This design comes from an exercise in tuning for small area, a short achievable clock period and few clock cycles per item on the open sky130 flow, not from production work.
RTL that was checked went through simulation tests only; none was proved equivalent to the original.
The RTL of runs 4 to 6 was laid out without a check of its function.
Power is estimated from default activity; no workload was simulated.

[flow/config.mk]
export PLATFORM = sky130hd
export DESIGN_NAME = crc_core
export DESIGN_NICKNAME = crc_core
export VERILOG_FILES = /design/flow/design.v
export SDC_FILE = /design/flow/constraint.sdc
export NUM_CORES = 4
export LEC_CHECK = 0
export CAP_MARGIN = 20
export CORE_MARGIN = 2
export CORE_UTILIZATION = 55
export CTS_BUF_LIST = sky130_fd_sc_hd__clkbuf_4 sky130_fd_sc_hd__clkbuf_8
export PLACE_DENSITY = 0.75
export SLEW_MARGIN = 20
export SYNTH_HIERARCHICAL = 1
export SYNTH_MINIMUM_KEEP_SIZE = 0
[flow/constraint.sdc]
create_clock -name core_clock -period 8.0 [get_ports {clk}]
set_input_delay 1.6000 -clock core_clock [delete_from_list [all_inputs] [get_ports {clk}]]
set_output_delay 1.6000 -clock core_clock [all_outputs]
set_load 0.01 [all_outputs]
[flow/design.v]
module crc_xor2 (input wire a, input wire b, output wire y);
    assign y = a ^ b;
endmodule
module crc_engine (
    input  wire [7:0]  x,      
    output wire [63:0] t       
);
    wire p8;
    crc_xor2 g8 (.a(x[2]), .b(x[3]), .y(p8));
    wire p9;
    crc_xor2 g9 (.a(x[0]), .b(x[7]), .y(p9));
    wire p10;
    crc_xor2 g10 (.a(x[4]), .b(x[6]), .y(p10));
    wire p11;
    crc_xor2 g11 (.a(x[1]), .b(x[5]), .y(p11));
    wire p12;
    crc_xor2 g12 (.a(p8), .b(p9), .y(p12));
    wire p13;
    crc_xor2 g13 (.a(x[6]), .b(p11), .y(p13));
    wire p14;
    crc_xor2 g14 (.a(x[7]), .b(p8), .y(p14));
    wire p15;
    crc_xor2 g15 (.a(x[2]), .b(p9), .y(p15));
    wire p16;
    crc_xor2 g16 (.a(x[4]), .b(x[5]), .y(p16));
    wire p17;
    crc_xor2 g17 (.a(x[0]), .b(p8), .y(p17));
    wire p18;
    crc_xor2 g18 (.a(x[1]), .b(x[3]), .y(p18));
    wire p19;
    crc_xor2 g19 (.a(x[5]), .b(p10), .y(p19));
    wire p20;
    crc_xor2 g20 (.a(x[5]), .b(x[6]), .y(p20));
    wire p21;
    crc_xor2 g21 (.a(x[4]), .b(p9), .y(p21));
    wire p22;
    crc_xor2 g22 (.a(x[1]), .b(p10), .y(p22));
    wire p23;
    crc_xor2 g23 (.a(x[0]), .b(p16), .y(p23));
    wire p24;
    crc_xor2 g24 (.a(x[1]), .b(x[6]), .y(p24));
    wire p25;
    crc_xor2 g25 (.a(x[2]), .b(x[7]), .y(p25));
    wire p26;
    crc_xor2 g26 (.a(x[0]), .b(x[3]), .y(p26));
    wire p27;
    crc_xor2 g27 (.a(x[3]), .b(p9), .y(p27));
    wire p28;
    crc_xor2 g28 (.a(p10), .b(p11), .y(p28));
    wire q0;
    crc_xor2 r0 (.a(x[0]), .b(x[2]), .y(q0));
    crc_xor2 o0 (.a(q0), .b(p22), .y(t[0]));
    crc_xor2 o1 (.a(p11), .b(p12), .y(t[1]));
    assign t[2] = p26;
    wire q1;
    crc_xor2 r1 (.a(x[0]), .b(x[1]), .y(q1));
    crc_xor2 o3 (.a(x[4]), .b(q1), .y(t[3]));
    crc_xor2 o4 (.a(x[2]), .b(p11), .y(t[4]));
    crc_xor2 o5 (.a(x[6]), .b(p17), .y(t[5]));
    crc_xor2 o6 (.a(p18), .b(p21), .y(t[6]));
    assign t[7] = p20;
    crc_xor2 o8 (.a(x[6]), .b(p9), .y(t[8]));
    crc_xor2 o9 (.a(p10), .b(p15), .y(t[9]));
    crc_xor2 o10 (.a(p12), .b(p19), .y(t[10]));
    crc_xor2 o11 (.a(x[5]), .b(p12), .y(t[11]));
    assign t[12] = p17;
    crc_xor2 o13 (.a(x[4]), .b(p18), .y(t[13]));
    crc_xor2 o14 (.a(x[2]), .b(p23), .y(t[14]));
    crc_xor2 o15 (.a(x[3]), .b(p13), .y(t[15]));
    crc_xor2 o16 (.a(p10), .b(p15), .y(t[16]));
    crc_xor2 o17 (.a(p12), .b(p19), .y(t[17]));
    crc_xor2 o18 (.a(x[5]), .b(p12), .y(t[18]));
    assign t[19] = p8;
    crc_xor2 o20 (.a(x[3]), .b(x[4]), .y(t[20]));
    assign t[21] = p23;
    assign t[22] = p13;
    crc_xor2 o23 (.a(x[6]), .b(p15), .y(t[23]));
    crc_xor2 o24 (.a(p10), .b(p12), .y(t[24]));
    crc_xor2 o25 (.a(p20), .b(p12), .y(t[25]));
    assign t[26] = p14;
    crc_xor2 o27 (.a(p24), .b(p8), .y(t[27]));
    crc_xor2 o28 (.a(x[4]), .b(p14), .y(t[28]));
    crc_xor2 o29 (.a(p8), .b(p13), .y(t[29]));
    crc_xor2 o30 (.a(p10), .b(p14), .y(t[30]));
    crc_xor2 o31 (.a(p13), .b(p14), .y(t[31]));
    crc_xor2 o32 (.a(x[7]), .b(p18), .y(t[32]));
    crc_xor2 o33 (.a(x[0]), .b(p24), .y(t[33]));
    crc_xor2 o34 (.a(x[1]), .b(p15), .y(t[34]));
    crc_xor2 o35 (.a(p10), .b(p26), .y(t[35]));
    crc_xor2 o36 (.a(p11), .b(p21), .y(t[36]));
    assign t[37] = p23;
    assign t[38] = p13;
    crc_xor2 o39 (.a(x[6]), .b(p15), .y(t[39]));
    crc_xor2 o40 (.a(p10), .b(p14), .y(t[40]));
    crc_xor2 o41 (.a(p13), .b(p14), .y(t[41]));
    crc_xor2 o42 (.a(p18), .b(p9), .y(t[42]));
    crc_xor2 o43 (.a(x[0]), .b(x[6]), .y(t[43]));
    crc_xor2 o44 (.a(x[1]), .b(x[7]), .y(t[44]));
    assign t[45] = p22;
    crc_xor2 o46 (.a(x[5]), .b(p15), .y(t[46]));
    crc_xor2 o47 (.a(x[4]), .b(p8), .y(t[47]));
    crc_xor2 o48 (.a(x[3]), .b(p16), .y(t[48]));
    crc_xor2 o49 (.a(x[0]), .b(p19), .y(t[49]));
    crc_xor2 o50 (.a(p9), .b(p13), .y(t[50]));
    assign t[51] = p21;
    crc_xor2 o52 (.a(x[2]), .b(p19), .y(t[52]));
    crc_xor2 o53 (.a(p20), .b(p27), .y(t[53]));
    assign t[54] = p25;
    crc_xor2 o55 (.a(p8), .b(p22), .y(t[55]));
    crc_xor2 o56 (.a(p16), .b(p12), .y(t[56]));
    crc_xor2 o57 (.a(x[5]), .b(p17), .y(t[57]));
    crc_xor2 o58 (.a(p10), .b(p18), .y(t[58]));
    crc_xor2 o59 (.a(p16), .b(p25), .y(t[59]));
    wire q2;
    crc_xor2 r2 (.a(x[4]), .b(p11), .y(q2));
    crc_xor2 o60 (.a(p17), .b(q2), .y(t[60]));
    crc_xor2 o61 (.a(p17), .b(p28), .y(t[61]));
    crc_xor2 o62 (.a(p14), .b(p28), .y(t[62]));
    crc_xor2 o63 (.a(p11), .b(p27), .y(t[63]));
endmodule
module crc_core (
    input  wire        clk,
    input  wire        rst,
    input  wire        cmd_valid,
    output wire        cmd_ready,
    input  wire [31:0] cmd_word,
    output reg         resp_valid,
    input  wire        resp_ready,
    output wire [7:0]  resp_status,
    output reg  [63:0] resp_data
);
    localparam [7:0] OP_CRC_INIT       = 8'h01;
    localparam [7:0] OP_CRC_UPDATE     = 8'h02;
    localparam [7:0] OP_CRC_READ       = 8'h03;
    localparam [7:0] OP_CRC_TABLE_READ = 8'h04;
    wire [7:0]  op  = cmd_word[7:0];
    wire [7:0]  a   = cmd_word[15:8];
    wire [15:0] off = cmd_word[31:16];
    wire [4:0] in_f = {op == OP_CRC_UPDATE,
                       (op == OP_CRC_INIT) && (a == 8'd0),
                       (op == OP_CRC_READ) && (a == 8'd0),
                       op == OP_CRC_TABLE_READ,
                       off == 16'd0};
    reg        h_v, s_v;
    reg        rdy;           
    reg [4:0]  h_f, s_f;
    reg [7:0]  h_x, s_a;
    assign cmd_ready = rdy;
    wire take   = cmd_valid && rdy;
    wire adv    = h_v && (!resp_valid || resp_ready);    
    wire h_free = adv || !h_v;
    wire e_upd  = h_f[4] && h_f[0];
    wire e_init = h_f[3] && h_f[0];
    wire e_read = h_f[2] && h_f[0];
    wire e_tbl  = h_f[1] && h_f[0];
    reg  [63:0] crc_s;
    wire [63:0] t_val;
    crc_engine u_engine (
        .x (h_x),
        .t (t_val)
    );
    wire s_set  = rst || (adv && e_init);
    wire s_step = adv && e_upd;
    always @(posedge clk) begin
        if (s_set)
            crc_s <= 64'hFFFFFFFFFFFFFFFF;
        else if (s_step)
            crc_s <= (crc_s >> 8) ^ t_val;
    end
    wire       n_use = s_v ? s_f[4] : op[1];    
    wire [7:0] n_a   = s_v ? s_a : a;
    wire [7:0] n_s   = s_set ? 8'hFF : (s_step ? crc_s[15:8] : crc_s[7:0]);
    wire [7:0] n_pre = n_a ^ (n_s & {8{n_use}});
    wire [7:0] n_x   = n_pre ^ (t_val[7:0] & {8{n_use && s_step && !s_set}});
    always @(posedge clk) begin
        if (rst) begin
            h_v <= 1'b0;
            s_v <= 1'b0;
            rdy <= 1'b1;
        end else begin
            if (h_free) begin
                h_v <= s_v || take;
                h_f <= s_v ? s_f : in_f;
                h_x <= n_x;
                s_v <= 1'b0;
                rdy <= 1'b1;
            end else if (take) begin
                s_v <= 1'b1;
                rdy <= 1'b0;
                s_f <= in_f;
                s_a <= a;
            end
        end
    end
    reg st_ill;
    assign resp_status = {7'd0, st_ill};
    always @(posedge clk) begin
        if (rst) begin
            resp_valid <= 1'b0;
        end else if (adv) begin
            resp_valid <= 1'b1;
            st_ill     <= !(e_upd || e_init || e_read || e_tbl);
            resp_data  <= ({64{e_read}} & ~crc_s) | ({64{e_tbl}} & t_val);
        end else if (resp_ready) begin
            resp_valid <= 1'b0;
        end
    end
endmodule
[flow/flow/run.sh]
#!/bin/bash
set -euo pipefail
export BUFFER_PORTS_ARGS="-buffer_cell sky130_fd_sc_hd__buf_1"
export SETUP_SLACK_MARGIN=5.5
export CTS_ARGS="-sink_clustering_enable -repair_clock_nets -buf_list {sky130_fd_sc_hd__clkbuf_4 sky130_fd_sc_hd__clkbuf_8} -dont_use_dummy_load"
bash standard.sh > standard_make.log 2>&1
[flow/standard.sh]
#!/bin/bash
# synth_recipe.tcl (not shown) runs the flow's synth.tcl, then flattens the netlist and writes it again
# the make line also repeats each setting of config.mk as NAME=value (left out here)
make -C /OpenROAD-flow-scripts/flow DESIGN_CONFIG=/design/flow/config.mk WORK_HOME=/design/flow/orfs CLKGATE_MAP_FILE= SYNTH_SCRIPT=/design/flow/synth_recipe.tcl "${@:-finish}"
==> results of run 1 <==
## modules after synthesis, one instance, submodules excluded
| module | flops+latches | area [sq um] |
|---|---|---|
| crc_core | 159 | 6690 |
| crc_xor2 | 0 | 8.76 |
| crc_engine | 0 | 90.1 |
## synthesized netlist by cell type (all sizes together) (2+ instances only)
| master | number | share of area, % |
|---|---|---|
| and2 | 2 | 0.17 |
| nor3 | 4 | 0.42 |
| xor2 | 84 | 9.9 |
| and3 | 2 | 0.17 |
| xnor2 | 56 | 6.6 |
| o31ai | 3 | 0.37 |
| nor4 | 4 | 0.34 |
| nor2 | 9 | 0.45 |
| nand3 | 9 | 0.67 |
| nand2b | 2 | 0.17 |
| nand4 | 9 | 0.84 |
| o21ai | 66 | 4.4 |
| edfxtp | 91 | 37 |
| o21a | 8 | 0.81 |
| buf | 34 | 3.2 |
| dfxtp | 68 | 18 |
| mux2 | 2 | 0.30 |
| inv | 2 | 0.10 |
| nand2 | 137 | 6.9 |
| mux2i | 8 | 1.1 |
| o211ai | 56 | 5.8 |
| clkbuf | 23 | 1.2 |
| a21oi | 3 | 0.20 |
## flip-flops by register name, summed over array words and instances (netlist names), 5 cells and up
signal	count
crc_s	64
resp_data	64
h_x	8
s_a	8
h_f	5
s_f	5
## final cells by class
cell class	instances	area, sq um	share of cell area [%]
clock buffer	17	234	2.74
multi-input combinational	480	3270	38.3
inverter	2	7.51	0.0880
tap	176	220	2.58
sequential	159	4100	48.0
timing repair buffer	131	708	8.30
## power by group through the flow
stage / Sequential [mW] / Clock (mW) / Combinational, mW
2_1_floorplan: 0.930 / 0 / 0.295
3_3_place_gp: 0.931 / 0 / 0.356
3_5_place_dp: 0.932 / 0 / 0.359
4_1_cts: 0.908 / 0.441 / 0.391
5_1_grt: 0.911 / 0.471 / 0.450
6_report: 0.909 / 0.431 / 0.418
## cells in the final DEF (no fill, tap or decap), drive strengths merged
cell type    n
nand2      137
edfxtp      91
xor2        84
buf         77
clkbuf      71
dfxtp       68
o21ai       66
xnor2       56
o211ai      56
nor2        10
nand4        9
nand3        9
mux2i        8
o21a         8
conb         7
nor4         4
nor3         4
o31ai        3
a21oi        3
inv          2
mux2         2
and2         2
nand2b       2
and3         2
or4          1
nor4b        1
and4         1
or2          1
a31o         1
nor3b        1
nor2b        1
a31oi        1
## worst paths after layout
check,slack [ns],from,end,cells after the start
worst max register to register,5.60,h_x[5],h_x[4],6
worst min-delay path,0.50,crc_s[2],crc_s[2],1
worst max-delay path,5.41,resp_data[42],resp_data[42],1
worst min register to register,0.50,crc_s[2],crc_s[2],1
## timing repair
| item | CTS | global route |
|---|---|---|
| buffers inserted | 11 | 10 |
| cloned | 1 | 0 |
| endpoints found under the setup margin | 229 | 155 |
| gates resized for setup | 21 | 67 |
| pin swaps | 2 | 3 |
## kinds of logic (layout without fill, tap and decap cells)
group                     count (synthesis)  in the layout  share of synthesized area [%]
muxes                                    10             10                           1.38
DFF                                     159            159                           55.0
buffers and inverters                    59            150                           4.49
and+or+nand+nor                         184            185                           10.9
xor gates and xnor gates                140            140                           16.5
AOI/OAI and AO/OA                       138            138                           11.8
other                                     1              7                         0.0504
## routing by layer
layer	vias up	GRT usage, %	wire, microns
met1	2576	31.0	6860
met3	40	6.08	1280
met5	-	0	0
li1	2558	-	-
met2	226	37.1	8020
met4	0	10.8	485
## per-stage QoR
stage	hold slack (ns)	cell area, sq um	power [mW]	util (%)
floorplan	0.458	7520	1.23	-
global placement	0.468	7870	1.29	59.4
detailed placement	0.477	7870	1.29	59.4
CTS	0.496	8310	1.74	62.8
global route	0.512	8530	1.83	64.4
finish	0.495	8530	1.76	64.4
==> out/results.tsv, run 1 <==
stage	metric	value	unit
drt	final wirelength	16600	microns
pwr	sw frac	29.3	%
place	I/O Buffers	102	
logic_synthesis	top_reg_cell synth	edfxtp_1	
global_route	global route overflow	0	
critical_path	CP startpoint kind	flip-flop	
global_route	first-pass GRT wire length	26300	microns
drt	Residual DRC	0	
floorplanning	starting density of the core	56.2	%
sta	setup TNS	0	ns
floorplanning	Die Ht	120	microns
final_layout	fin cells	965	
cts	H-Tree Depth	4	
sta	RSZ-0062 raised after global routing	yes	
critical_path	CP Buf/Inv Count	1	
drt	Via-to-Cell Ratio	5.60	
floorplanning	num rows	42	
floorplanning	Die Width	120	microns
sta	Clock Skew	0.0186	ns
pwr	Clock power frac	24.5	%
pwr	Leak	3.29	nW
sta	final worst slack	5.41	ns
critical_path	Slowest cell on crit path	edfxtp_1	
place	dpl ws	4.36	ns
critical_path	CP Cell Sequence	clkbuf_2	
drt	DR WL/cell	17.2	microns
status	status	finished clean	
logic_synthesis	Syn. warnings	7	
pwr	Internal	1.24	mW
logic_synthesis	ys async rst share	0	%
sta	worst-margin pin slew	0.767	ns
cts	Clock Latency Late Sink	0.46	ns
critical_path	critical path class	flip-flop to output pin	
logic_synthesis	synthesized area	7450	sq um
global_route	pin count of the biggest net entering global routing	105	
place	detailed placement HPWL	10600	microns
pwr	Seq pwr share	51.7	%
final_layout	share of post-route cells with drive strength above 1	17.5	%
drt	Via Count	5400	
critical_path	crit path DAT	0.99	ns
final_layout	Diodes inserted	0	
logic_synthesis	Mapped Avg Cell Area	10.8	sq um
cts	CTS Buf Count	17	
critical_path	slowest stage delay, CP	0.39	ns
drt	DR iter-0 viols	526	
cts	hold_buf cts	0	
pwr	Power per Cell Area	206	nW/um^2
final_layout	Area Overhead vs Synth	14.6	%
drt	post-route ant nets	0	
floorplanning	I/O pin count	110	
place	routability cong.	0.848	
critical_path	CP Max Fanout	1	
sta	Slew headroom	48.9	%
critical_path	critical path endpoint category	output pin	
pwr	P_sw	0.516	mW
run	max-cap check violation count	0	
worst_hold_path	Hold Crit Class	flip-flop to flip-flop	
sta	Pins Over Slew Limit	0	
critical_path	CP required	6.40	ns
drt	Pre-antenna DRT Iters	5	
logic_synthesis	Cells after Synth	691	
logic_synthesis	#FFs+latches synth	159	
cts	CTS tree	yes	
sta	Fmax	386	MHz
logic_synthesis	EDFF count, synth	91	
global_route	vias in the first global route	5112	
cts	clock transition at the registers of the reported paths	0.08	ns
pwr	Worst VDD drop	0.000111	V
logic_synthesis	sequential fraction of the synthesis area	55.0	%
final_layout	Filler cells	1073	
logic_synthesis	Distinct cells, synth	41	
global_route	All-Layer GR Usage	23.7	%
place	Placed Cells	926	
final_layout	Nets	827	
pwr	Comb pwr share	23.8	%
cts	clock buffer depth	2	
global_route	initial antenna violation count	0	
critical_path	CP top delay family	flip-flops	
sta	fin crit period	2.59	ns
cts	root buffer cell	clkbuf_8	
sta	final number of hold-violating endpoints	0	
sta	Final Setup Violations	0	
sta	fin crit share	32.4	%
cts	TritonCTS Sinks	159	
floorplanning	die footprint	14500	sq um
floorplanning	Core Area	13200	sq um
Testbench counts, summed over its fixed seeds: cycles 9,227, commands 9,211.
==> run 2: changes to the inputs <==
==> flow/flow/run.sh (replaced) <==
#!/bin/bash
set -euo pipefail
export BUFFER_PORTS_ARGS="-buffer_cell sky130_fd_sc_hd__buf_1"
export SETUP_SLACK_MARGIN=5.4
export CTS_ARGS="-sink_clustering_enable -repair_clock_nets -buf_list {sky130_fd_sc_hd__clkbuf_4 sky130_fd_sc_hd__clkbuf_8} -dont_use_dummy_load"
bash standard.sh > standard_make.log 2>&1
==> run 2 against run 1 <==
- still clean on timing, DRC and antenna
- utilization decreased by 0.82 points
- power down 0.76%
- critical path depth unchanged
- routed wire length fell by 2.0%
- fmax is 0.74% lower
- synthesized cell count stayed put
- global-route usage decreased by 0.64 points
- clock-buffer cell count stayed put
- sequential power about the same
- combinational power shrank 3%
- worst setup slack got worse by 0.019 ns
- critical endpoint is now resp_data[0]
==> out/results.tsv, run 2 <==
stage	metric	value	unit
logic_synthesis	top_reg_cell synth	edfxtp_1	
sta	fin crit share	32.6	%
logic_synthesis	Distinct cells, synth	41	
drt	Via Count	5396	
global_route	first-pass GRT wire length	25600	microns
floorplanning	die footprint	14500	sq um
run	max-cap check violation count	0	
logic_synthesis	EDFF count, synth	91	
cts	root buffer cell	clkbuf_8	
floorplanning	I/O pin count	110	
final_layout	Diodes inserted	0	
drt	Pre-antenna DRT Iters	5	
sta	RSZ-0062 raised after global routing	yes	
critical_path	R2R setup slack	5.48	ns
floorplanning	Die Width	120	microns
critical_path	RR Endpoint	h_x[1]	
place	routability cong.	0.828	
critical_path	CP top delay family	flip-flops	
status	status	finished clean	
logic_synthesis	sequential fraction of the synthesis area	55.0	%
cts	Clock Latency Late Sink	0.47	ns
sta	setup TNS	0	ns
global_route	vias in the first global route	5095	
sta	Clock Skew	0.0270	ns
sta	final number of hold-violating endpoints	0	
critical_path	critical path class	flip-flop to output pin	
cts	H-Tree Depth	4	
drt	final wirelength	16300	microns
logic_synthesis	Cells after Synth	691	
critical_path	CP Max Fanout	1	
sta	Slew headroom	41.5	%
sta	Fmax	383	MHz
critical_path	CP startpoint kind	flip-flop	
logic_synthesis	top cells by area, synth	edfxtp_1 37%, dfxtp_1 18%, xor2_1 9.9%	
global_route	global route overflow	0	
global_route	All-Layer GR Usage	23.1	%
logic_synthesis	Yosys top cell area share	36.7	%
critical_path	CP Buf/Inv Count	1	
final_layout	share of post-route cells with drive strength above 1	13.0	%
critical_path	FF-to-FF path depth	8	
final_layout	most common cell after layout, fill and taps aside	nand2_1	
cts	CTS Buf Count	17	
critical_path	CP Cell Sequence	buf_1	
final_layout	Area Overhead vs Synth	13.1	%
global_route	pin count of the biggest net entering global routing	105	
cts	hold_buf cts	0	
critical_path	Slowest cell on crit path	edfxtp_1	
logic_synthesis	Synth area leader	edfxtp_1	
floorplanning	Die Ht	120	microns
drt	Residual DRC	0	
logic_synthesis	#FFs+latches synth	159	
pwr	Power per Cell Area	207	nW/um^2
cts	clock buffer depth	2	
logic_synthesis	ys async rst share	0	%
final_layout	Nets	831	
final_layout	Filler cells	1058	
final_layout	Layout Utilization	63.6	%
logic_synthesis	most frequent cell after synthesis	nand2_1	
worst_hold_path	Hold Crit Class	flip-flop to flip-flop	
final_layout	commonest cells after routing, fill and taps aside	136 x nand2_1, 91 x edfxtp_1, 77 x xor2_1, 77 x buf_1, 66 x dfxtp_1	
drt	post-route ant nets	0	
sta	Pins Over Slew Limit	0	
global_route	initial antenna violation count	0	
cts	CTS tree	yes	
place	detailed placement HPWL	10700	microns
sta	worst-margin pin slew	0.875	ns
logic_synthesis	Syn. warnings	7	
critical_path	Levels on crit path	1	
cts	TritonCTS Sinks	159	
floorplanning	Core Area	13200	sq um
sta	Final Setup Violations	0	
critical_path	Worst Setup SP	resp_data[0]	
critical_path	crit path DAT	1.01	ns
sta	fin crit period	2.61	ns
critical_path	critical path endpoint category	output pin	
logic_synthesis	top cells by count, synth	137 x nand2_1, 91 x edfxtp_1, 84 x xor2_1	
cts	clock transition at the registers of the reported paths	0.09	ns
drt	DR iter-0 viols	534	
pwr	Leak	3.19	nW
final_layout	Top Registers	crc_s (64), resp_data (64)	
floorplanning	starting density of the core	56.2	%
critical_path	CP required	6.40	ns
critical_path	Setup crit end	resp_data[0]	
place	I/O Buffers	102	
drt	DR WL/cell	16.8	microns
critical_path	slowest stage delay, CP	0.40	ns
critical_path	RR Startpoint	h_x[2]	
logic_synthesis	Mapped Avg Cell Area	10.8	sq um
pwr	Worst VDD drop	0.000144	V
floorplanning	num rows	42	
drt	Via-to-Cell Ratio	5.57	
logic_synthesis	synthesized area	7450	sq um
run 2: how the worst min path moves through the flow:
stage	to	depth (start not counted)	slack, ns	start
final	rdy	2	0.48	rdy
after global placement	crc_s[1]	1	0.47	crc_s[1]
after CTS	crc_s[2]	1	0.50	crc_s[2]
after global routing	rdy	2	0.51	rdy
after detailed placement	crc_s[2]	1	0.47	crc_s[2]
after floorplan	crc_s[0]	1	0.46	crc_s[0]
run 2: final cells by class:
class | instances | area, sq um | area share (%)
sequential | 159 | 4100 | 48.6
timing repair buffer | 135 | 676 | 8.02
multi-input combinational | 480 | 3190 | 37.9
inverter | 2 | 7.51 | 0.0891
clock buffer | 17 | 234 | 2.78
tap | 176 | 220 | 2.61
run 2: modules after synthesis, one instance, submodules excluded:
module / cell area [sq um] / copies in the design
crc_xor2: 8.76 / 76
crc_core: 6690 / 1
crc_engine: 90.1 / 1
run 2: cell families after synthesis:
family	share of synthesized area, %
and+or+nand+nor	10.9
DFF	55.0
muxes	1.38
AOI/OAI and AO/OA	11.8
other	0.0504
buffers and inverters	4.49
xor gates and xnor gates	16.5
run 2: power by group:
part,switching [mW],leakage (nW),internal [mW]
sequential,0.0196,1.39,0.889
clock,0.245,0.122,0.187
combinational,0.245,1.67,0.160
run 2: through the flow:
step	cells	worst slack, ns	instance area [sq um]	power (mW)	hold WS, ns
2_1_floorplan	697	4.70	7520	1.23	0.458
3_3_place_gp	926	4.51	7860	1.29	0.468
3_5_place_dp	926	4.43	7860	1.29	0.474
4_1_cts	947	5.34	8210	1.73	0.496
5_1_grt	969	5.33	8420	1.82	0.514
6_report	969	5.39	8420	1.75	0.477
run 2: repair_timing:
action | 4_1_cts | 5_1_grt
pin swaps | 1 | 1
endpoints found under the setup margin | 132 | 55
buffers inserted | 3 | 22
gates cloned | 1 | 0
resized for setup | 13 | 28
hold endpoints to repair | 0 | 0
run 2: per-layer routing:
metal | vias up | wire length (microns) | track usage (%)
met1 | 2604 | 7020 | 29.4
met5 | - | 0 | 0
li1 | 2568 | - | -
met3 | 30 | 910 | 5.24
met2 | 194 | 7840 | 37.6
met4 | 0 | 525 | 10.2
run 2: tightest hold or removal path: cells and delay by family (launching register included):
kind | cells | cell delay, ns
buf+inv | 1 | 0.04
flops | 1 | 0.33
compound gates | 1 | 0.06
==> run 3: changes to the inputs <==
--- a/flow/config.mk
+++ b/flow/config.mk
@@ -7,7 +7,7 @@
 export LEC_CHECK = 0
 export CAP_MARGIN = 20
 export CORE_MARGIN = 2
-export CORE_UTILIZATION = 55
+export CORE_UTILIZATION = 60
 export CTS_BUF_LIST = sky130_fd_sc_hd__clkbuf_4 sky130_fd_sc_hd__clkbuf_8
 export PLACE_DENSITY = 0.75
 export SLEW_MARGIN = 20
==> run 3 against run 2 <==
- design area down 0.53%
- clock skew down 0.0056 ns
- highest routed layer unchanged
- routed wire length up 1.8%
- via count up 0.32%
- critical path depth unchanged
- utilization up 5.9 points
- register-to-register slack worse by 0.02 ns
- synthesized area unchanged
- worst setup slack better by 0.018 ns
- synthesized cell count unchanged
- clock power about the same
==> out/results.tsv, run 3 <==
stage	metric	value	unit
pwr	Seq pwr share	51.9	%
run	max-cap check violation count	0	
pwr	Leak	3.21	nW
sta	Fmax	386	MHz
floorplanning	starting density of the core	61.7	%
final_layout	Area Overhead vs Synth	12.5	%
critical_path	CP Max Fanout	1	
cts	clock buffer depth	2	
logic_synthesis	Synth area leader	edfxtp_1	
final_layout	Nets	819	
drt	Residual DRC	0	
logic_synthesis	sequential fraction of the synthesis area	55.0	%
final_layout	Filler cells	898	
logic_synthesis	EDFF count, synth	91	
global_route	met2 Usage GRT	41.1	%
worst_hold_path	Hold Path End	rdy	
final_layout	share of post-route cells with drive strength above 1	15.0	%
place	routability cong.	0.859	
global_route	pin count of the biggest net entering global routing	105	
place	Placed Cells	916	
sta	Pins Over Slew Limit	0	
logic_synthesis	main combinational cell family by area after synthesis	XOR/XNOR gates	
drt	final wirelength	16600	microns
logic_synthesis	Mapped Avg Cell Area	10.8	sq um
critical_path	CP top delay family	flip-flops	
place	detailed placement HPWL	11000	microns
critical_path	CP Buf/Inv Count	1	
global_route	All-Layer GR Usage	26.2	%
global_route	vias in the first global route	5156	
pwr	Clock power frac	24.8	%
sta	setup TNS	0	ns
pwr	P_sw	0.520	mW
floorplanning	Die Ht	115	microns
logic_synthesis	top cells by count, synth	137 x nand2_1, 91 x edfxtp_1, 84 x xor2_1	
logic_synthesis	most frequent cell after synthesis	nand2_1	
cts	root buffer cell	clkbuf_8	
logic_synthesis	Synth Area in Compound Gates	11.8	%
pwr	Worst VDD drop	0.000114	V
final_layout	multi-input combinational cell area	3210	sq um
cts	CTS tree	yes	
critical_path	critical path endpoint category	output pin	
floorplanning	Core Area	12100	sq um
cts	hold_buf cts	0	
logic_synthesis	Distinct cells, synth	41	
floorplanning	num rows	40	
place	dpl ws	4.35	ns
place	I/O Buffers	102	
drt	DR WL/cell	17.5	microns
drt	Via Count	5413	
pwr	Power per Cell Area	209	nW/um^2
logic_synthesis	#FFs+latches synth	159	
critical_path	crit path DAT	0.99	ns
sta	RSZ-0062 raised after global routing	yes	
logic_synthesis	post-synthesis simple-gate area fraction	10.9	%
cts	CTS Buf Count	17	
final_layout	fin cells	949	
sta	final worst slack	5.41	ns
logic_synthesis	ys async rst share	0	%
status	status	finished clean	
pwr	Internal	1.23	mW
final_layout	commonest cells after routing, fill and taps aside	136 x nand2_1, 91 x edfxtp_1, 76 x xor2_1	
sta	fin crit share	32.4	%
logic_synthesis	Syn. warnings	7	
logic_synthesis	top_reg_cell synth	edfxtp_1	
floorplanning	I/O pin count	110	
critical_path	RR Endpoint	h_x[1]	
cts	TritonCTS Sinks	159	
critical_path	R2R setup slack	5.46	ns
worst_hold_path	Hold Crit Class	flip-flop to flip-flop	
floorplanning	Die Width	115	microns
logic_synthesis	Post-Synth XOR/XNOR Area	16.5	%
global_route	met3 usage	5.91	%
critical_path	CP Cell Sequence	clkbuf_2	
drt	DR iter-0 viols	439	
critical_path	FF-to-FF path depth	7	
sta	final number of hold-violating endpoints	0	
critical_path	RR Startpoint	h_x[7]	
cts	H-Tree Depth	4	
drt	Via-to-Cell Ratio	5.70	
critical_path	Slowest cell on crit path	edfxtp_1	
global_route	first-pass GRT wire length	26300	microns
cts	clock transition at the registers of the reported paths	0.06	ns
sta	Final Setup Violations	0	
global_route	global route overflow	0	
worst_hold_path	Hold Path Stages	2	
drt	Pre-antenna DRT Iters	6	
critical_path	CP required	6.40	ns
sta	Slew headroom	34.1	%
global_route	GRT met1 Usage	35.2	%
worst_hold_path	Hold Path Origin	rdy	
logic_synthesis	Adder-Cell Fraction of Synth Area	0	%
final_layout	most common cell after layout, fill and taps aside	nand2_1	
final_layout	Top Registers	crc_s (64), resp_data (64)	
sta	Clock Skew	0.0214	ns
global_route	initial antenna violation count	0	
pwr	sw frac	29.7	%
drt	post-route ant nets	0	
critical_path	slowest stage delay, CP	0.40	ns
cts	Clock Latency Late Sink	0.46	ns
logic_synthesis	synthesized area	7450	sq um
global_route	Top Usage Layer GRT	met2	
critical_path	critical path class	flip-flop to output pin	
logic_synthesis	Yosys top cell area share	36.7	%
sta	fin crit period	2.59	ns
floorplanning	die footprint	13300	sq um
logic_synthesis	post-synthesis mux area share	1.38	%
sta	worst-margin pin slew	0.986	ns
logic_synthesis	Cells after Synth	691	
pwr	Comb pwr share	23.3	%
final_layout	Register Area	4100	sq um
critical_path	CP startpoint kind	flip-flop	
pwr	PnR Total Power	1.75	mW
logic_synthesis	top cells by area, synth	edfxtp_1 37%, dfxtp_1 18%, xor2_1 9.9%	
final_layout	Diodes inserted	0	
## run 3: timing repair
item / in CTS / in global routing
resized for setup: 13 / 53
buffers inserted: 2 / 13
pin swaps: 1 / 2
hold endpoints to repair: 0 / 0
cloned: 1 / 0
endpoints found under the setup margin: 129 / 83
## run 3: power groups by stage
stage / Combinational (mW) / Sequential (mW) / Clock, mW
final: 0.408 / 0.910 / 0.434
after global routing: 0.442 / 0.913 / 0.473
after floorplan: 0.295 / 0.930 / 0
after CTS: 0.382 / 0.913 / 0.441
after global placement: 0.364 / 0.929 / 0
after detailed placement: 0.369 / 0.930 / 0
## run 3: how the worst max path moves through the flow
| stage | startpoint | end | slack, ns | cells past startpoint |
|---|---|---|---|---|
| after floorplan | resp_ready | resp_data[0] | 4.70 | 4 |
| after global placement | resp_ready | st_ill | 4.46 | 5 |
| after detailed placement | resp_ready | resp_data[20] | 4.35 | 5 |
| after CTS | resp_data[42] | resp_data[42] | 5.38 | 1 |
| after global routing | resp_data[57] | resp_data[57] | 5.35 | 1 |
| final | resp_data[28] | resp_data[28] | 5.41 | 1 |
## run 3: cells by family after synthesis
logic type,Yosys count
other,1
multiplexers,10
AND/OR/NAND/NOR,184
buffers and inverters,59
XOR/XNOR,140
flip-flops,159
AO/OA/AOI/OAI,138
## run 3: per-layer routing
metal,up-vias,share of wire [%]
li1,2551,-
met1,2575,42
met2,249,48
met3,38,7.2
met4,0,2.8
met5,-,0
## run 3: final cells by class
| cell class | count | share of cell area [%] |
|---|---|---|
| Inverter | 2 | 0.0896 |
| Timing Repair Buffer | 123 | 7.45 |
| Tap cell | 168 | 2.51 |
| Clock buffer | 17 | 2.79 |
| Sequential cell | 159 | 48.9 |
| Multi-Input combinational cell | 480 | 38.3 |
## run 3: per-stage QoR
step | instance area [sq um] | util, % | hold slack (ns)
2_1_floorplan | 7520 | - | 0.458
3_3_place_gp | 7840 | 65.0 | 0.471
3_5_place_dp | 7840 | 65.0 | 0.478
4_1_cts | 8180 | 67.8 | 0.496
5_1_grt | 8380 | 69.5 | 0.520
6_report | 8380 | 69.5 | 0.495
## run 3: per-module statistics from Yosys (local to each module, per instance)
module | cell area [sq um] | times used | flops+latches | cells inside
crc_xor2 | 8.76 | 76 | 0 | 1
crc_engine | 90.1 | 1 | 0 | 12
crc_core | 6690 | 1 | 159 | 603
==> run 4: changes to the inputs <==
--- a/flow/design.v
+++ b/flow/design.v
@@ -171,7 +171,16 @@
     wire [7:0] n_a   = s_v ? s_a : a;
     wire [7:0] n_s   = s_set ? 8'hFF : (s_step ? crc_s[15:8] : crc_s[7:0]);
     wire [7:0] n_pre = n_a ^ (n_s & {8{n_use}});
-    wire [7:0] n_x   = n_pre ^ (t_val[7:0] & {8{n_use && s_step && !s_set}});
+    wire       n_tg  = n_use && s_step && !s_set;
+    wire [7:0] n_x;
+    genvar g;
+    generate
+        for (g = 0; g < 8; g = g + 1) begin : g_nx
+            wire nt;
+            crc_nand2 u_n (.a(t_val[g]), .b(n_tg), .y(nt));
+            crc_xnor2 u_x (.a(n_pre[g]), .b(nt), .y(n_x[g]));
+        end
+    endgenerate
     always @(posedge clk) begin
         if (rst) begin
             h_v <= 1'b0;
@@ -206,3 +215,9 @@
         end
     end
 endmodule
+module crc_nand2 (input wire a, b, output wire y);
+    assign y = ~(a & b);
+endmodule
+module crc_xnor2 (input wire a, b, output wire y);
+    assign y = ~(a ^ b);
+endmodule
==> flow/flow/run.sh (replaced) <==
#!/bin/bash
set -euo pipefail
export BUFFER_PORTS_ARGS="-buffer_cell sky130_fd_sc_hd__buf_1"
export SETUP_SLACK_MARGIN=5.45
bash standard.sh > standard_make.log 2>&1
--- a/flow/config.mk
+++ b/flow/config.mk
@@ -7,7 +7,7 @@
 export LEC_CHECK = 0
 export CAP_MARGIN = 20
 export CORE_MARGIN = 2
-export CORE_UTILIZATION = 60
+export CORE_UTILIZATION = 55
 export CTS_BUF_LIST = sky130_fd_sc_hd__clkbuf_4 sky130_fd_sc_hd__clkbuf_8
 export PLACE_DENSITY = 0.75
 export SLEW_MARGIN = 20
==> run 4 against run 3 <==
- clock-buffer cell count is 4 higher
- sequential power hardly changed
- combinational power is 5.6% higher
- power is 12% higher
- design area is 6.9% higher
- register-to-register slack better by 0.04 ns
- hold slack better by 0.0090 ns
- sequential share of layout area is 3.2 points lower
- clock power is 41% higher
- non-clock buffer count is 2 higher
- critical path depth stayed put
- critical endpoint is now resp_data[35]
==> out/results.tsv, run 4 <==
stage	metric	value	unit
drt	final wirelength	18200	microns
global_route	first-pass GRT wire length	28400	microns
logic_synthesis	Cells after Synth	732	
logic_synthesis	EDFF count, synth	91	
global_route	vias in the first global route	5535	
global_route	pin count of the biggest net entering global routing	105	
pwr	Internal	1.38	mW
floorplanning	Die Width	122	microns
pwr	Clock power frac	31.3	%
sta	Fmax	384	MHz
pwr	Worst VDD drop	0.000117	V
cts	clock buffer depth	2	
logic_synthesis	main combinational cell family by area after synthesis	XOR/XNOR gates	
cts	TritonCTS Sinks	159	
logic_synthesis	post-synthesis mux area share	1.49	%
critical_path	critical path class	flip-flop to output pin	
drt	post-route ant nets	0	
drt	Residual DRC	0	
critical_path	CP Cell Sequence	clkbuf_2	
floorplanning	die footprint	14900	sq um
pwr	Seq pwr share	46.6	%
logic_synthesis	top cells by count, synth	152 x nand2_1, 92 x xor2_1, 91 x edfxtp_1	
drt	Pre-antenna DRT Iters	6	
sta	fin crit period	2.60	ns
cts	hold_buf cts	0	
place	detailed placement HPWL	11600	microns
critical_path	CP Max Fanout	1	
critical_path	CP startpoint kind	flip-flop	
logic_synthesis	Mapped Avg Cell Area	10.5	sq um
place	Area after DPL	8090	sq um
floorplanning	Core Area	13700	sq um
final_layout	finished layout cell area	8960	sq um
run	max-cap check violation count	0	
cts	root buffer cell	clkbuf_8	
logic_synthesis	#FFs+latches synth	159	
cts	H-Tree Depth	4	
final_layout	Nets	859	
final_layout	Diodes inserted	0	
logic_synthesis	Adder-Cell Fraction of Synth Area	0	%
pwr	sw frac	29.6	%
global_route	initial antenna violation count	0	
sta	RSZ-0062 raised after global routing	yes	
final_layout	Area Overhead vs Synth	16.9	%
pwr	Power per Cell Area	218	nW/um^2
status	status	finished clean	
logic_synthesis	Synth Area in Compound Gates	11.7	%
logic_synthesis	Distinct cells, synth	37	
final_layout	most common cell after layout, fill and taps aside	nand2_1	
floorplanning	starting density of the core	55.9	%
critical_path	CP required	6.40	ns
cts	Clock Latency Late Sink	0.45	ns
drt	DR iter-0 viols	624	
pwr	PnR Total Power	1.96	mW
logic_synthesis	top_reg_cell synth	edfxtp_1	
pwr	Comb pwr share	22.0	%
logic_synthesis	Yosys top cell area share	35.7	%
floorplanning	num rows	43	
logic_synthesis	Syn. warnings	7	
logic_synthesis	ys async rst share	0	%
sta	setup TNS	0	ns
critical_path	crit path DAT	1.00	ns
logic_synthesis	post-synthesis simple-gate area fraction	11.9	%
sta	Slew headroom	40.1	%
pwr	Leak	3.44	nW
drt	Via Count	5737	
final_layout	share of post-route cells with drive strength above 1	19.0	%
floorplanning	Die Ht	122	microns
sta	Pins Over Slew Limit	0	
critical_path	CP top delay family	flip-flops	
logic_synthesis	top cells by area, synth	edfxtp_1 36%, dfxtp_1 18%, xor2_1 11%	
logic_synthesis	synthesized area	7660	sq um
logic_synthesis	most frequent cell after synthesis	nand2_1	
critical_path	CP Buf/Inv Count	1	
drt	Via-to-Cell Ratio	5.65	
critical_path	Slowest cell on crit path	edfxtp_1	
sta	final number of hold-violating endpoints	0	
logic_synthesis	Post-Synth XOR/XNOR Area	16.9	%
place	I/O Buffers	102	
pwr	P_sw	0.580	mW
sta	Clock Skew	0.0135	ns
floorplanning	I/O pin count	110	
final_layout	commonest cells after routing, fill and taps aside	143 x nand2_1, 91 x edfxtp_1, 80 x xor2_1	
logic_synthesis	sequential fraction of the synthesis area	53.4	%
cts	CTS Buf Count	17	
sta	worst-margin pin slew	0.898	ns
sta	Final Setup Violations	0	
drt	DR WL/cell	18.0	microns
critical_path	slowest stage delay, CP	0.41	ns
place	routability cong.	0.888	
global_route	global route overflow	0	
critical_path	critical path endpoint category	output pin	
worst_hold_path	Hold Crit Class	flip-flop to flip-flop	
logic_synthesis	Synth area leader	edfxtp_1	
cts	CTS tree	yes	
cts	clock transition at the registers of the reported paths	0.08	ns
sta	fin crit share	32.5	%
global_route	All-Layer GR Usage	25.1	%
final_layout	Top Registers	crc_s (64), resp_data (64)	
run 4: changes by cell type in the layout (fill, tap and decap cells not counted), sizes merged, moves of 7 or more:
cell,delta
o21a,-8
nand4,-9
a21oi,+10
xor2,+8
a21boi,+8
o31ai,+7
clkbuf,+9
nand3b,+9
o211ai,-8
nand2,+15
run 4: cells by family (layout without fill, tap and decap cells):
| kind of cell | count (synthesis) | in the layout |
|---|---|---|
| mux | 11 | 11 |
| other cells | 1 | 7 |
| flops | 159 | 159 |
| compound gates | 145 | 147 |
| buf+inv | 63 | 159 |
| simple gates | 205 | 205 |
| xor+xnor | 148 | 148 |
run 4: what timing repair did:
action,in CTS,in global routing
endpoints found under the setup margin,208,150
buffers inserted,12,2
resized for setup,30,69
pin swaps,1,9
cloned,2,1
endpoints found under the hold margin,0,0
run 4: modules after synthesis, one instance, submodules excluded:
module      flops+latches  times used  cells inside  area [sq um]
crc_core              159           1           628          6810
crc_engine              0           1            12          90.1
crc_nand2               0           8             1          3.75
crc_xnor2               0           8             1          8.76
crc_xor2                0          76             1          8.76
run 4: tightest hold or removal path, delay by kind of cell (launching register included):
| kind | cells | cell delay [ns] |
|---|---|---|
| flops | 1 | 0.33 |
| simple gates | 2 | 0.12 |
run 4: metal layers:
layer	GRT usage [%]	part of all wire (%)
met4	9.34	1.7
met5	0	0
met3	5.52	7.1
met2	41.2	49
met1	32.7	42
run 4: layout make-up:
class | count | area, sq um
clock buffer | 21 | 270
clock inverter | 11 | 139
fill | 1043 | 4760
inverter | 2 | 7.51
multi-input combinational | 518 | 3520
sequential | 159 | 4100
tap | 180 | 225
timing repair buffer | 125 | 694
run 4: stage by stage:
stage	std cells	hold WS, ns	utilization (%)	setup WS [ns]
finish	1016	0.504	65.3	5.40
global route	1016	0.529	65.3	5.35
CTS	1013	0.484	64.0	5.38
detailed placement	967	0.489	59.0	3.87
global placement	967	0.479	58.9	3.96
floorplan	738	0.470	-	4.11
run 4: path summary, 6_finish.rpt:
path / cells past startpoint / endpoint / slack [ns] / start
worst max-delay path: 1 / resp_data[35] / 5.40 / resp_data[35]
worst min-delay path: 2 / crc_s[62] / 0.50 / crc_s[62]
worst max register to register: 5 / h_x[5] / 5.50 / h_x[3]
worst min register to register: 2 / crc_s[62] / 0.50 / crc_s[62]
run 4: power by group through the flow:
stage / clock network [mW] / registers, mW / logic (mW)
after floorplan: 0 / 0.931 / 0.311
after global placement: 0 / 0.932 / 0.377
after detailed placement: 0 / 0.933 / 0.382
after CTS: 0.624 / 0.911 / 0.414
after global routing: 0.656 / 0.915 / 0.463
final: 0.613 / 0.912 / 0.431
==> run 5: changes to the inputs <==
--- a/flow/design.v
+++ b/flow/design.v
@@ -161,12 +161,26 @@
     );
     wire s_set  = rst || (adv && e_init);
     wire s_step = adv && e_upd;
-    always @(posedge clk) begin
-        if (s_set)
-            crc_s <= 64'hFFFFFFFFFFFFFFFF;
-        else if (s_step)
-            crc_s <= (crc_s >> 8) ^ t_val;
-    end
+    wire        n_set  = !s_set;
+    wire        n_step = !s_step;
+    wire        n_rd   = !e_read;
+    wire [63:0] s_sh   = crc_s >> 8;
+    wire [63:0] s_d;
+    wire [63:0] r_d;
+    genvar b;
+    generate
+        for (b = 0; b < 64; b = b + 1) begin : g_bit
+            wire u, nu, nh, nt;
+            crc_xor2  u_u (.a(s_sh[b]), .b(t_val[b]), .y(u));
+            crc_nand2 u_a (.a(s_step), .b(u), .y(nu));
+            crc_nand2 u_h (.a(n_step), .b(crc_s[b]), .y(nh));
+            crc_nand3 u_d (.a(n_set), .b(nu), .c(nh), .y(s_d[b]));
+            crc_nand2 u_t (.a(e_tbl), .b(t_val[b]), .y(nt));
+            crc_o21ai u_r (.a1(n_rd), .a2(crc_s[b]), .b1(nt), .y(r_d[b]));
+        end
+    endgenerate
+    always @(posedge clk)
+        crc_s <= s_d;
     wire       n_use = s_v ? s_f[4] : op[1];    
     wire [7:0] n_a   = s_v ? s_a : a;
     wire [7:0] n_s   = s_set ? 8'hFF : (s_step ? crc_s[15:8] : crc_s[7:0]);
@@ -209,7 +223,7 @@
         end else if (adv) begin
             resp_valid <= 1'b1;
             st_ill     <= !(e_upd || e_init || e_read || e_tbl);
-            resp_data  <= ({64{e_read}} & ~crc_s) | ({64{e_tbl}} & t_val);
+            resp_data  <= r_d;
         end else if (resp_ready) begin
             resp_valid <= 1'b0;
         end
@@ -221,3 +235,9 @@
 module crc_xnor2 (input wire a, b, output wire y);
     assign y = ~(a ^ b);
 endmodule
+module crc_nand3 (input wire a, b, c, output wire y);
+    assign y = ~(a & b & c);
+endmodule
+module crc_o21ai (input wire a1, a2, b1, output wire y);
+    assign y = ~((a1 | a2) & b1);
+endmodule
==> run 5 against run 4 <==
- sequential share of layout area is 1.1 points lower
- synthesized area is 0.47% lower
- power is 0.72% lower
- critical path depth stayed put
- hold slack worse by 0.0070 ns
- combinational power is 4% lower
- clock power hardly changed
- largest cell class unchanged
- critical endpoint is now resp_data[0]
- routed wire length is 0.44% lower
==> out/results.tsv, run 5 <==
stage	metric	value	unit
status	status	finished clean	
critical_path	CP startpoint kind	flip-flop	
floorplanning	Core Area	13700	sq um
place	detailed placement HPWL	10700	microns
final_layout	Area Overhead vs Synth	20.2	%
logic_synthesis	ys async rst share	0	%
critical_path	Worst Setup SP	resp_data[0]	
pwr	Worst VDD drop	0.0000961	V
global_route	All-Layer GR Usage	25.2	%
sta	fin crit period	2.62	ns
worst_hold_path	Hold Path Stages	2	
place	Area after DPL	8220	sq um
critical_path	FF-to-FF path depth	5	
sta	Final Setup Violations	0	
cts	CTS Buf Count	17	
logic_synthesis	Syn. warnings	7	
cts	TritonCTS Sinks	159	
place	I/O Buffers	102	
logic_synthesis	synthesized area	7630	sq um
floorplanning	Die Width	122	microns
logic_synthesis	EDFF count, synth	91	
floorplanning	Die Ht	122	microns
final_layout	Nets	927	
logic_synthesis	Distinct cells, synth	34	
cts	hold_buf cts	0	
sta	fin crit share	32.7	%
cts	clock buffer depth	2	
logic_synthesis	Cells after Synth	746	
final_layout	most common cell after layout, fill and taps aside	nand2_1	
final_layout	Top Registers	crc_s (64), resp_data (64)	
cts	root buffer cell	clkbuf_8	
critical_path	CP top delay family	flip-flops	
floorplanning	num rows	43	
cts	clock transition at the registers of the reported paths	0.08	ns
logic_synthesis	sequential fraction of the synthesis area	53.7	%
floorplanning	starting density of the core	55.6	%
logic_synthesis	Synth area leader	edfxtp_1	
global_route	initial antenna violation count	0	
sta	setup TNS	0	ns
global_route	vias in the first global route	5507	
critical_path	crit path DAT	1.02	ns
sta	Pins Over Slew Limit	0	
critical_path	critical path endpoint category	output pin	
final_layout	share of post-route cells with drive strength above 1	18.6	%
global_route	global route overflow	0	
sta	worst-margin pin slew	0.782	ns
critical_path	CP Buf/Inv Count	1	
logic_synthesis	top cells by count, synth	207 x nand2_1, 148 x xor2_1, 91 x edfxtp_1	
cts	Clock Latency Late Sink	0.47	ns
drt	DR iter-0 viols	568	
critical_path	RR Endpoint	h_x[5]	
critical_path	Slowest cell on crit path	edfxtp_1	
sta	Fmax	382	MHz
sta	Slew headroom	47.7	%
logic_synthesis	top cells by area, synth	edfxtp_1 36%, dfxtp_1 18%, xor2_1 17%	
worst_hold_path	Hold Crit Class	flip-flop to flip-flop	
sta	final number of hold-violating endpoints	0	
logic_synthesis	Yosys top cell area share	35.8	%
drt	post-route ant nets	0	
final_layout	Diodes inserted	0	
logic_synthesis	Mapped Avg Cell Area	10.2	sq um
pwr	Leak	3.52	nW
critical_path	CP Cell Sequence	buf_1	
global_route	pin count of the biggest net entering global routing	65	
cts	H-Tree Depth	4	
floorplanning	die footprint	14800	sq um
sta	Clock Skew	0.0109	ns
drt	DR WL/cell	16.8	microns
drt	max layer used	met4	
final_layout	Filler cells	1085	
critical_path	CP Max Fanout	1	
logic_synthesis	#FFs+latches synth	159	
drt	Via-to-Cell Ratio	5.43	
place	routability cong.	0.785	
final_layout	finished layout cell area	9170	sq um
drt	wl on met1	7620	microns
cts	CTS tree	yes	
critical_path	R2R setup slack	5.47	ns
drt	Via Count	5884	
critical_path	RR Startpoint	h_x[3]	
worst_hold_path	Hold Path End	crc_s[5]	
drt	Residual DRC	0	
critical_path	critical path class	flip-flop to output pin	
floorplanning	I/O pin count	110	
drt	Pre-antenna DRT Iters	8	
critical_path	CP required	6.40	ns
pwr	Power per Cell Area	212	nW/um^2
critical_path	slowest stage delay, CP	0.40	ns
sta	RSZ-0062 raised after global routing	yes	
run	max-cap check violation count	0	
drt	final wirelength	18200	microns
final_layout	Layout Utilization	66.8	%
final_layout	commonest cells after routing, fill and taps aside	204 x nand2_1, 138 x xor2_1, 91 x edfxtp_1	
worst_hold_path	Hold Path Origin	crc_s[5]	
logic_synthesis	top_reg_cell synth	edfxtp_1	
logic_synthesis	most frequent cell after synthesis	nand2_1	
global_route	first-pass GRT wire length	28400	microns
drt	met3 routed WL	1230	microns
drt	Met2 Routed Length	8950	microns
## run 5: changes by cell type in the layout (fill, tap and decap cells not counted), sizes merged, moves of 9 or more
cell    before  now
nand2      152  208
nand3        8   64
o211ai      48    0
o31ai       10    1
xnor2       56    8
xor2        92  148
## run 5: per-stage QoR
step	setup WS, ns	total power, mW	instances	hold WS (ns)
after floorplan	4.17	1.23	760	0.453
final	5.38	1.94	1084	0.497
after detailed placement	3.80	1.30	1026	0.481
after global routing	5.33	2.02	1084	0.511
after CTS	5.37	1.93	1072	0.493
after global placement	3.51	1.30	1025	0.466
## run 5: worst register-to-register path, delay by kind of cell (launching register included)
kind / cells / cell delay [ns]
and+or+nand+nor: 1 / 0.12
DFF: 1 / 0.67
xor gates and xnor gates: 4 / 1.50
## run 5: power breakdown
group / total (mW) / switching [mW] / leakage [nW] / internal [mW]
registers: 0.911 / 0.0226 / 1.39 / 0.889
logic: 0.415 / 0.261 / 1.92 / 0.154
clock network: 0.616 / 0.292 / 0.203 / 0.324
## run 5: what timing repair did
item                                   4_1_cts  5_1_grt
pin swaps                                    2        3
setup endpoints to repair                  244      191
gates resized for setup                     32       61
gates cloned                                 5        1
endpoints found under the hold margin        0        0
setup buffers                                9       11
## run 5: logic make-up (layout without fill, tap and decap cells)
logic type	count (synthesis)	after routing	synth area share, %
xor gates and xnor gates	156	156	17.9
other	1	15	0.0492
buffers and inverters	27	166	2.61
and+or+nand+nor	311	316	17.8
DFF	159	159	53.7
muxes	10	10	1.34
AOI/OAI and AO/OA	82	82	6.63
## run 5: worst max path at each step
stage	to	slack [ns]	cells past startpoint
CTS	resp_data[0]	5.37	1
global placement	crc_s[44]	3.51	7
global route	resp_data[0]	5.33	1
finish	resp_data[0]	5.38	1
floorplan	resp_data[0]	4.17	2
detailed placement	crc_s[55]	3.80	8
## run 5: layout make-up
cell class                 instances  area [sq um]  area share [%]
multi-input combinational        579          3660            39.9
sequential                       159          4100            44.7
clock buffer                      21           270            2.95
clock inverter                    11           140            1.53
timing repair inverter             1          7.51          0.0819
timing repair buffer             130           754            8.23
inverter                           3          15.0           0.164
tap                              180           225            2.46
## run 5: modules after synthesis, one instance, submodules excluded
module | times used | area [sq um]
crc_core | 1 | 4850
crc_engine | 1 | 90.1
crc_nand2 | 200 | 3.75
crc_nand3 | 64 | 5.00
crc_o21ai | 64 | 5.00
crc_xnor2 | 8 | 8.76
crc_xor2 | 140 | 8.76
## run 5: routing by layer
layer	track usage [%]	vias up
met5	0	-
met1	33.1	2780
li1	-	2810
met3	4.96	32
met4	9.77	0
met2	41.4	262
==> run 6: changes to the inputs <==
--- a/flow/design.v
+++ b/flow/design.v
@@ -142,11 +142,10 @@
                        op == OP_CRC_TABLE_READ,
                        off == 16'd0};
     reg        h_v, s_v;
-    reg        rdy;           
     reg [4:0]  h_f, s_f;
     reg [7:0]  h_x, s_a;
-    assign cmd_ready = rdy;
-    wire take   = cmd_valid && rdy;
+    assign cmd_ready = !s_v;
+    wire take   = cmd_valid && !s_v;
     wire adv    = h_v && (!resp_valid || resp_ready);    
     wire h_free = adv || !h_v;
     wire e_upd  = h_f[4] && h_f[0];
@@ -161,55 +160,29 @@
     );
     wire s_set  = rst || (adv && e_init);
     wire s_step = adv && e_upd;
-    wire        n_set  = !s_set;
-    wire        n_step = !s_step;
-    wire        n_rd   = !e_read;
-    wire [63:0] s_sh   = crc_s >> 8;
-    wire [63:0] s_d;
-    wire [63:0] r_d;
-    genvar b;
-    generate
-        for (b = 0; b < 64; b = b + 1) begin : g_bit
-            wire u, nu, nh, nt;
-            crc_xor2  u_u (.a(s_sh[b]), .b(t_val[b]), .y(u));
-            crc_nand2 u_a (.a(s_step), .b(u), .y(nu));
-            crc_nand2 u_h (.a(n_step), .b(crc_s[b]), .y(nh));
-            crc_nand3 u_d (.a(n_set), .b(nu), .c(nh), .y(s_d[b]));
-            crc_nand2 u_t (.a(e_tbl), .b(t_val[b]), .y(nt));
-            crc_o21ai u_r (.a1(n_rd), .a2(crc_s[b]), .b1(nt), .y(r_d[b]));
-        end
-    endgenerate
-    always @(posedge clk)
-        crc_s <= s_d;
+    always @(posedge clk) begin
+        if (s_set)
+            crc_s <= 64'hFFFFFFFFFFFFFFFF;
+        else if (s_step)
+            crc_s <= (crc_s >> 8) ^ t_val;
+    end
     wire       n_use = s_v ? s_f[4] : op[1];    
     wire [7:0] n_a   = s_v ? s_a : a;
     wire [7:0] n_s   = s_set ? 8'hFF : (s_step ? crc_s[15:8] : crc_s[7:0]);
     wire [7:0] n_pre = n_a ^ (n_s & {8{n_use}});
-    wire       n_tg  = n_use && s_step && !s_set;
-    wire [7:0] n_x;
-    genvar g;
-    generate
-        for (g = 0; g < 8; g = g + 1) begin : g_nx
-            wire nt;
-            crc_nand2 u_n (.a(t_val[g]), .b(n_tg), .y(nt));
-            crc_xnor2 u_x (.a(n_pre[g]), .b(nt), .y(n_x[g]));
-        end
-    endgenerate
+    wire [7:0] n_x   = n_pre ^ (t_val[7:0] & {8{n_use && s_step && !s_set}});
     always @(posedge clk) begin
         if (rst) begin
             h_v <= 1'b0;
             s_v <= 1'b0;
-            rdy <= 1'b1;
         end else begin
             if (h_free) begin
                 h_v <= s_v || take;
                 h_f <= s_v ? s_f : in_f;
                 h_x <= n_x;
                 s_v <= 1'b0;
-                rdy <= 1'b1;
             end else if (take) begin
                 s_v <= 1'b1;
-                rdy <= 1'b0;
                 s_f <= in_f;
                 s_a <= a;
             end
@@ -223,21 +196,9 @@
         end else if (adv) begin
             resp_valid <= 1'b1;
             st_ill     <= !(e_upd || e_init || e_read || e_tbl);
-            resp_data  <= r_d;
+            resp_data  <= ({64{e_read}} & ~crc_s) | ({64{e_tbl}} & t_val);
         end else if (resp_ready) begin
             resp_valid <= 1'b0;
         end
     end
 endmodule
-module crc_nand2 (input wire a, b, output wire y);
-    assign y = ~(a & b);
-endmodule
-module crc_xnor2 (input wire a, b, output wire y);
-    assign y = ~(a ^ b);
-endmodule
-module crc_nand3 (input wire a, b, c, output wire y);
-    assign y = ~(a & b & c);
-endmodule
-module crc_o21ai (input wire a1, a2, b1, output wire y);
-    assign y = ~((a1 | a2) & b1);
-endmodule
==> flow/flow/run.sh (replaced) <==
#!/bin/bash
set -euo pipefail
export BUFFER_PORTS_ARGS="-buffer_cell sky130_fd_sc_hd__buf_1"
export SETUP_SLACK_MARGIN=5.3
bash standard.sh > standard_make.log 2>&1
==> run 6 against run 5 <==
- still clean on timing, DRC and antenna
- via count fell by 7.6%
- synthesized cell count decreased by 7.5%
- non-clock buffer count increased by 5
- worst setup slack got worse by 0.11 ns
- sequential cell count down 1
==> out/results.tsv, run 6 <==
stage	metric	value	unit
logic_synthesis	top_reg_cell synth	edfxtp_1	
cts	clock buffer depth	2	
sta	worst-margin pin slew	0.875	ns
global_route	vias in the first global route	4938	
logic_synthesis	Mapped Avg Cell Area	10.8	sq um
place	routability cong.	0.855	
critical_path	critical path class	flip-flop to output pin	
final_layout	Diodes inserted	0	
critical_path	critical path endpoint category	output pin	
logic_synthesis	Yosys top cell area share	36.7	%
final_layout	most common cell after layout, fill and taps aside	nand2_1	
sta	final number of hold-violating endpoints	0	
global_route	All-Layer GR Usage	23.3	%
final_layout	Top Registers	crc_s (64), resp_data (64)	
sta	fin crit period	2.73	ns
drt	Via Count	5436	
drt	post-route ant nets	0	
worst_hold_path	Hold Crit Class	flip-flop to flip-flop	
logic_synthesis	Distinct cells, synth	42	
final_layout	share of post-route cells with drive strength above 1	11.4	%
logic_synthesis	Synth area leader	edfxtp_1	
logic_synthesis	ys async rst share	0	%
pwr	Leak	3.24	nW
sta	Final Setup Violations	0	
critical_path	CP Cell Sequence	inv_1 -> clkbuf_2	
critical_path	slowest stage delay, CP	0.38	ns
drt	DR WL/cell	17.1	microns
sta	Slew headroom	41.5	%
sta	Clock Skew	0.0135	ns
drt	Via-to-Cell Ratio	5.54	
floorplanning	die footprint	14500	sq um
cts	CTS tree	yes	
sta	Pins Over Slew Limit	0	
critical_path	CP required	6.40	ns
logic_synthesis	top cells by area, synth	edfxtp_1 37%, dfxtp_1 18%, xor2_1 9.9%	
pwr	PnR Total Power	1.96	mW
critical_path	CP Max Fanout	9	
cts	root buffer cell	clkbuf_8	
sta	Fmax	366	MHz
sta	fin crit share	34.1	%
drt	DR iter-0 viols	468	
pwr	Power per Cell Area	227	nW/um^2
critical_path	CP Buf/Inv Count	2	
global_route	first-pass GRT wire length	25800	microns
final_layout	Nets	829	
logic_synthesis	sequential fraction of the synthesis area	54.8	%
floorplanning	num rows	42	
critical_path	CP startpoint kind	flip-flop	
final_layout	Area Overhead vs Synth	15.6	%
cts	CTS Buf Count	17	
run	max-cap check violation count	0	
floorplanning	Die Ht	120	microns
cts	TritonCTS Sinks	158	
cts	clock transition at the registers of the reported paths	0.09	ns
logic_synthesis	Cells after Synth	690	
pwr	Worst VDD drop	0.000119	V
floorplanning	Core Area	13200	sq um
logic_synthesis	Syn. warnings	7	
global_route	pin count of the biggest net entering global routing	105	
logic_synthesis	EDFF count, synth	91	
sta	final worst slack	5.27	ns
sta	setup TNS	0	ns
cts	hold_buf cts	0	
drt	Residual DRC	0	
drt	Pre-antenna DRT Iters	6	
place	dpl ws	4.57	ns
sta	RSZ-0062 raised after global routing	yes	
logic_synthesis	top cells by count, synth	138 x nand2_1, 91 x edfxtp_1, 84 x xor2_1	
floorplanning	starting density of the core	56.2	%
place	I/O Buffers	102	
floorplanning	I/O pin count	110	
drt	final wirelength	16800	microns
cts	Clock Latency Late Sink	0.47	ns
global_route	global route overflow	0	
cts	H-Tree Depth	4	
place	detailed placement HPWL	10700	microns
final_layout	commonest cells after routing, fill and taps aside	138 x nand2_1, 101 x buf_1, 91 x edfxtp_1	
logic_synthesis	#FFs+latches synth	158	
floorplanning	Die Width	120	microns
critical_path	CP top delay family	flip-flops	
critical_path	crit path DAT	1.13	ns
status	status	finished clean	
logic_synthesis	most frequent cell after synthesis	nand2_1	
global_route	initial antenna violation count	0	
critical_path	Slowest cell on crit path	dfxtp_4	
logic_synthesis	synthesized area	7440	sq um
run 6: changes by cell type after synthesis, sizes merged, moves of 3 or more:
cell	previous run	this run
nand4	0	9
o211ai	0	56
o221ai	8	0
xnor2	8	56
buf	24	36
nand3	64	9
nand2	208	138
clkbuf	0	21
a21oi	5	2
xor2	148	84
or2	8	1
o21a	0	8
run 6: routing by layer:
layer,GRT usage (%),up-vias,share of wire [%]
li1,-,2574,-
met1,30.9,2614,42
met2,37.4,214,48
met3,4.53,34,6.5
met4,10.2,0,2.8
met5,0,-,0
run 6: logic make-up after synthesis:
kind of cell / share of synthesized area, %
and+or+nand+nor: 11.1
DFF: 54.8
AOI/OAI and AO/OA: 11.7
other: 0.0504
muxes: 1.23
xor gates and xnor gates: 16.5
buffers and inverters: 4.66
run 6: what timing repair did:
action | CTS | global route
resized for setup | 13 | 8
gates cloned | 0 | 0
endpoints found under the setup margin | 92 | 124
buffers inserted | 3 | 21
pin swaps | 0 | 1
run 6: path summary, 6_finish.rpt:
check	start	end	slack, ns	cells after the start
worst max-delay path	s_v	cmd_ready	5.27	2
worst max register to register	h_x[2]	h_x[1]	5.42	8
worst min register to register	crc_s[2]	crc_s[2]	0.50	1
worst min-delay path	crc_s[2]	crc_s[2]	0.50	1
run 6: metrics by stage:
step                std cells  area (sq um)  util, %  hold slack [ns]
finish                    982          8600     65.0            0.499
global placement          926          7850     59.3            0.467
floorplan                 696          7500        -            0.458
detailed placement        926          7850     59.3            0.480
CTS                       961          8400     63.4            0.500
global route              982          8600     65.0            0.519
run 6: final cells by class:
type | instances | area, sq um
Fill cell | 1051 | 4640
Sequential cell | 158 | 4080
Multi-Input combinational cell | 478 | 3200
Timing Repair Buffer | 135 | 659
Clock buffer | 21 | 264
Tap cell | 176 | 220
Clock inverter | 11 | 170
Inverter | 3 | 11.3
run 6: per-module statistics from Yosys (local to each module, per instance):
| module | cells | flip-flops and latches | times used |
|---|---|---|---|
| crc_core | 602 | 158 | 1 |
| crc_engine | 12 | 0 | 1 |
| crc_xor2 | 1 | 0 | 76 |
run 6: where the power goes:
group          internal (mW)  total, mW  switching [mW]
logic                  0.158      0.410           0.252
clock network          0.353      0.645           0.292
registers              0.882      0.901          0.0186

## separate check: timing with driven ports
In the flow no input, the clock included, has a driving cell. The finished layouts below were timed again as built, in two steps. Step 1: set_driving_cell puts a clkbuf_16 on clk and a buf_2 on each other input, an assumption about the parent block. Step 2 also shifts input and output timing later by t, the mid clock arrival at the registers, as if the neighbouring blocks saw the same clock. Slacks: ideal ports / drivers / drivers and shift; pairs: ideal ports / drivers.
| run | shift t [ns] | setup slack, ns | hold WS [ns] | worst setup path at the end |
|---|---|---|---|---|
| run 1 | 0.489 | 5.411 / 5.370 / 5.041 | 0.495 / 0.495 / 0.495 | input to register |
| run 2 | 0.489 | 5.391 / 5.356 / 5.030 | 0.477 / 0.477 / 0.477 | input to register |
| run 3 | 0.485 | 5.410 / 5.377 / 4.987 | 0.495 / 0.495 / 0.495 | input to register |
| run 4 | 0.482 | 5.398 / 5.360 / 4.945 | 0.504 / 0.504 / 0.504 | input to register |
| run 5 | 0.497 | 5.382 / 5.346 / 5.000 | 0.497 / 0.497 / 0.497 | input to register |
| run 6 | 0.495 | 5.270 / 5.233 / 4.904 | 0.499 / 0.499 / 0.499 | input to register |
After both steps setup and hold are still met in every run listed. For run 4, which loses most, drivers alone change the setup slack by -0.038 ns; drivers and shift together by -0.453 ns.
